This design comes from an exercise in tuning for a short achievable clock period and few clock cycles on the open sky130 flow, not from production work. In this exercise RTL edits were held to simulation tests only and were not proved equivalent to the original. The flow treats the clock pin as an ideal source. Dropping or thinning the clock tree relies on that and would not hold on a real chip. Power figures rest on the tool's default switching activity, not on a simulated workload.

Setup of the reference run:
## ssq_symdec
module ssq_symdec (
    input  wire        clk,
    input  wire        rst,
    input  wire        in_valid,
    output wire        in_ready,
    input  wire [7:0]  in_data,
    input  wire        in_last,
    output reg         out_valid,
    input  wire        out_ready,
    output reg  [7:0]  out_data,
    output reg         out_last,
    output reg  [1:0]  out_err,
    output reg  [15:0] out_err_pos,
    output reg  [7:0]  out_err_val,
    output reg  [2:0]  out_pad
);
    localparam ERR_NONE = 2'd0;
    localparam ERR_SDEC = 2'd1;
    localparam ERR_CDEC = 2'd2;
    localparam EV_NONE  = 2'd0;
    localparam EV_SDEC  = 2'd1;   
    localparam EV_CEND  = 2'd2;   
    localparam EV_CNEXT = 2'd3;   
    localparam DEPTH  = 12;       
    localparam RDEPTH = 4;        
    localparam RS     = DEPTH + 1;
    localparam RQS    = RDEPTH + 1;
    localparam IW    = 13;        
    localparam RW    = 26;        
    reg        in_ready_r;  
    reg        ir_n;        
    reg        c_v;
    reg [7:0]  c_data;
    reg        c_last;
    assign in_ready = in_ready_r;
    always @(posedge clk) begin
        c_v    <= in_valid && !ir_n && !rst;
        c_data <= in_data;
        c_last <= in_last;
    end
  ...
==> flow/config.mk <==
export PLATFORM = sky130hd
export DESIGN_NAME = ssq_symdec
export DESIGN_NICKNAME = ssq_symdec
export VERILOG_FILES = /design/flow/design.v
export SDC_FILE = /design/flow/constraint.sdc
export NUM_CORES = 4
export LEC_CHECK = 0
export CAP_MARGIN = 20
export CORE_MARGIN = 2
export CORE_UTILIZATION = 55
export SETUP_SLACK_MARGIN = 3.4
export SLEW_MARGIN = 20
==> flow/constraint.sdc <==
create_clock -name core_clock -period 5.0 [get_ports {clk}]
set_input_delay 1.0000 -clock core_clock [delete_from_list [all_inputs] [get_ports {clk}]]
set_output_delay 1.0000 -clock core_clock [all_outputs]
set_load 0.01 [all_outputs]
standard.sh (not shown) runs the stock make flow with config.mk's settings and CLKGATE_MAP_FILE= SYNTH_SCRIPT=/design/flow/synth_recipe.tcl, a recipe that flattens the netlist after the stock synthesis.
==> flow/flow/run.sh <==
#!/bin/bash
# Standard layout, except that:
#  - the port buffers are buf_4 (the resizer sizes them later), and
#  - the clock tree is built by flow/tree.tcl (a two-level tree of clkbuf_16)
#    in place of clock_tree_synthesis.
# Each step's output goes to a log file of its own in this folder.
set -euo pipefail
here=$(pwd)
ports="BUFFER_PORTS_ARGS=-buffer_cell sky130_fd_sc_hd__buf_4"

bash standard.sh synth > log_1_synth.txt 2>&1
bash standard.sh "$ports" place > log_2_place.txt 2>&1

# ORFS's scripts with cts.tcl swapped for ours, used for the CTS step only
rm -rf "$here/cts_scripts"
cp -r "$FLOW_HOME/scripts" "$here/cts_scripts"
cp "$here/flow/cts.tcl" "$here/cts_scripts/cts.tcl"
FLOW_TREE_TCL="$here/flow/tree.tcl" bash standard.sh "$ports" do-4_1_cts do-4_cts \
  SCRIPTS_DIR="$here/cts_scripts" > log_3_cts.txt 2>&1

bash standard.sh "$ports" finish > log_4_finish.txt 2>&1
Other scripts of this flow, unchanged in this note and not shown: flow/flow/cts.tcl, flow/flow/tree.tcl
Testbench counts of the reference run, summed over its fixed seeds: cycles 69,251.
Relative to the reference run, the following input files were edited for the trial run:
--- a/flow/design.v
+++ b/flow/design.v
@@ -301,55 +301,52 @@
             q3_v     <= q2_v;
             q3_rec_v <= q2_rec_v;
         end
     end
     reg [IW-1:0]    fq [0:RS-1];
     reg [RS-1:0]    f_wp;       
     reg [RS-1:0]    f_rp;       
     reg [DEPTH:0]   f_tot;      
     reg             pop_d;      
-    reg [DEPTH-1:0] f_mcnt;     
     reg [IW-1:0]    h;          
     reg             hv;
     wire            pop;
-    wire f_mempty = !f_mcnt[0];
+    wire f_mempty = |(f_wp & f_rp);
     wire to_h   = q3_v && f_mempty && (!hv || pop);
     wire to_m   = q3_v && !to_h;
     wire from_m = pop && !f_mempty;
     reg [IW-1:0] f_out;         
     integer j;
     always @(*) begin
         f_out = {IW{1'b0}};
         for (j = 0; j < RS; j = j + 1)
             f_out = f_out | (fq[j] & {IW{f_rp[j]}});
     end
     always @(posedge clk) begin
         for (j = 0; j < RS; j = j + 1)
             if (f_wp[j])
                 fq[j] <= q3_item;
-        h <= ({IW{from_m}} & f_out) | ({IW{to_h}} & q3_item) | ({IW{!from_m && !to_h}} & h);
+        if (from_m)
+            h <= f_out;
+        else if (to_h)
+            h <= q3_item;
         if (rst) begin
             f_wp   <= {{(RS-1){1'b0}}, 1'b1};
             f_rp   <= {{(RS-1){1'b0}}, 1'b1};
             f_tot  <= {(DEPTH+1){1'b0}};
-            f_mcnt <= {DEPTH{1'b0}};
             pop_d  <= 1'b0;
             hv     <= 1'b0;
         end else begin
             if (to_m)
                 f_wp <= {f_wp[RS-2:0], f_wp[RS-1]};
             if (from_m)
                 f_rp <= {f_rp[RS-2:0], f_rp[RS-1]};
             pop_d <= pop;
-            if (to_m && !from_m)
-                f_mcnt <= {f_mcnt[DEPTH-2:0], 1'b1};
-            else if (from_m && !to_m)
-                f_mcnt <= {1'b0, f_mcnt[DEPTH-1:1]};
             if (q3_v && !pop_d)
                 f_tot <= {f_tot[DEPTH-1:0], 1'b1};
             else if (pop_d && !q3_v)
                 f_tot <= {1'b0, f_tot[DEPTH:1]};
             hv <= pop ? (!f_mempty || q3_v) : (hv || q3_v);
         end
     end
     reg [RW-1:0]     rq [0:RQS-1];
     reg [RQS-1:0]    rq_wp;     
==> run summary <==
The trial run vs the reference run — placer's final routability congestion estimate rose about 1.7%. Delta (the trial run minus the reference run): final area dropped 860 µm², synthesized cell count saw a decrease. Part of the total power dissipated in combinational logic of the reference run is on par with the trial run. Changes observed in the trial run relative to the reference run: count of flip-flops with a built-in enable after synthesis rose by about 3.7%; aggregate routed wire length went down by 0.83%; initial antenna violation count fell 1; clock power share ~0 delta. Compared with the reference run, in the trial run area after detailed placement now sits lower; area inside the core boundary now sits lower; die area now sits lower. Count of cell types in the netlist went down by more than 10% going from the reference run to the trial run.
Testbench counts of the trial run, summed over its fixed seeds: cycles 69,251.
In every run of this note, the design's own scripts or RTL, not TritonCTS, make the clock network.

## afterwards: timing with drivers on the ports
In the flow no input, the clock included, has a driving cell. The finished layouts below were timed again as built, in two steps. Step 1, drivers: a clkbuf_16 drives clk and a buf_2 each remaining input, both assumed. Step 2 times the ports against the registers' clock, not the clock port: input delays grow and output delays shrink by t, the midpoint of the rising clock arrivals with the driver on. Three values: ideal, step 1, step 2; two values: the first two.
| run | shift t [ns] | slack for setup (ns) | worst hold slack (ns) | latest minus earliest clock arrival (ns) | worst register clock-pin slew, ns |
|---|---|---|---|---|---|
| the reference run | 0.519 | 3.103 / 2.977 / 2.981 | 0.309 / 0.309 / 0.309 | 0.038 / 0.038 | 0.10 / 0.10 |
| the trial run | 0.522 | 3.057 / 3.001 / 2.951 | 0.303 / 0.303 / 0.303 | 0.041 / 0.041 | 0.10 / 0.10 |
After both steps every run listed still meets setup and hold. The setup slack of the reference run, which loses most, moves by -0.126 ns with the drivers and by -0.122 ns with both steps.
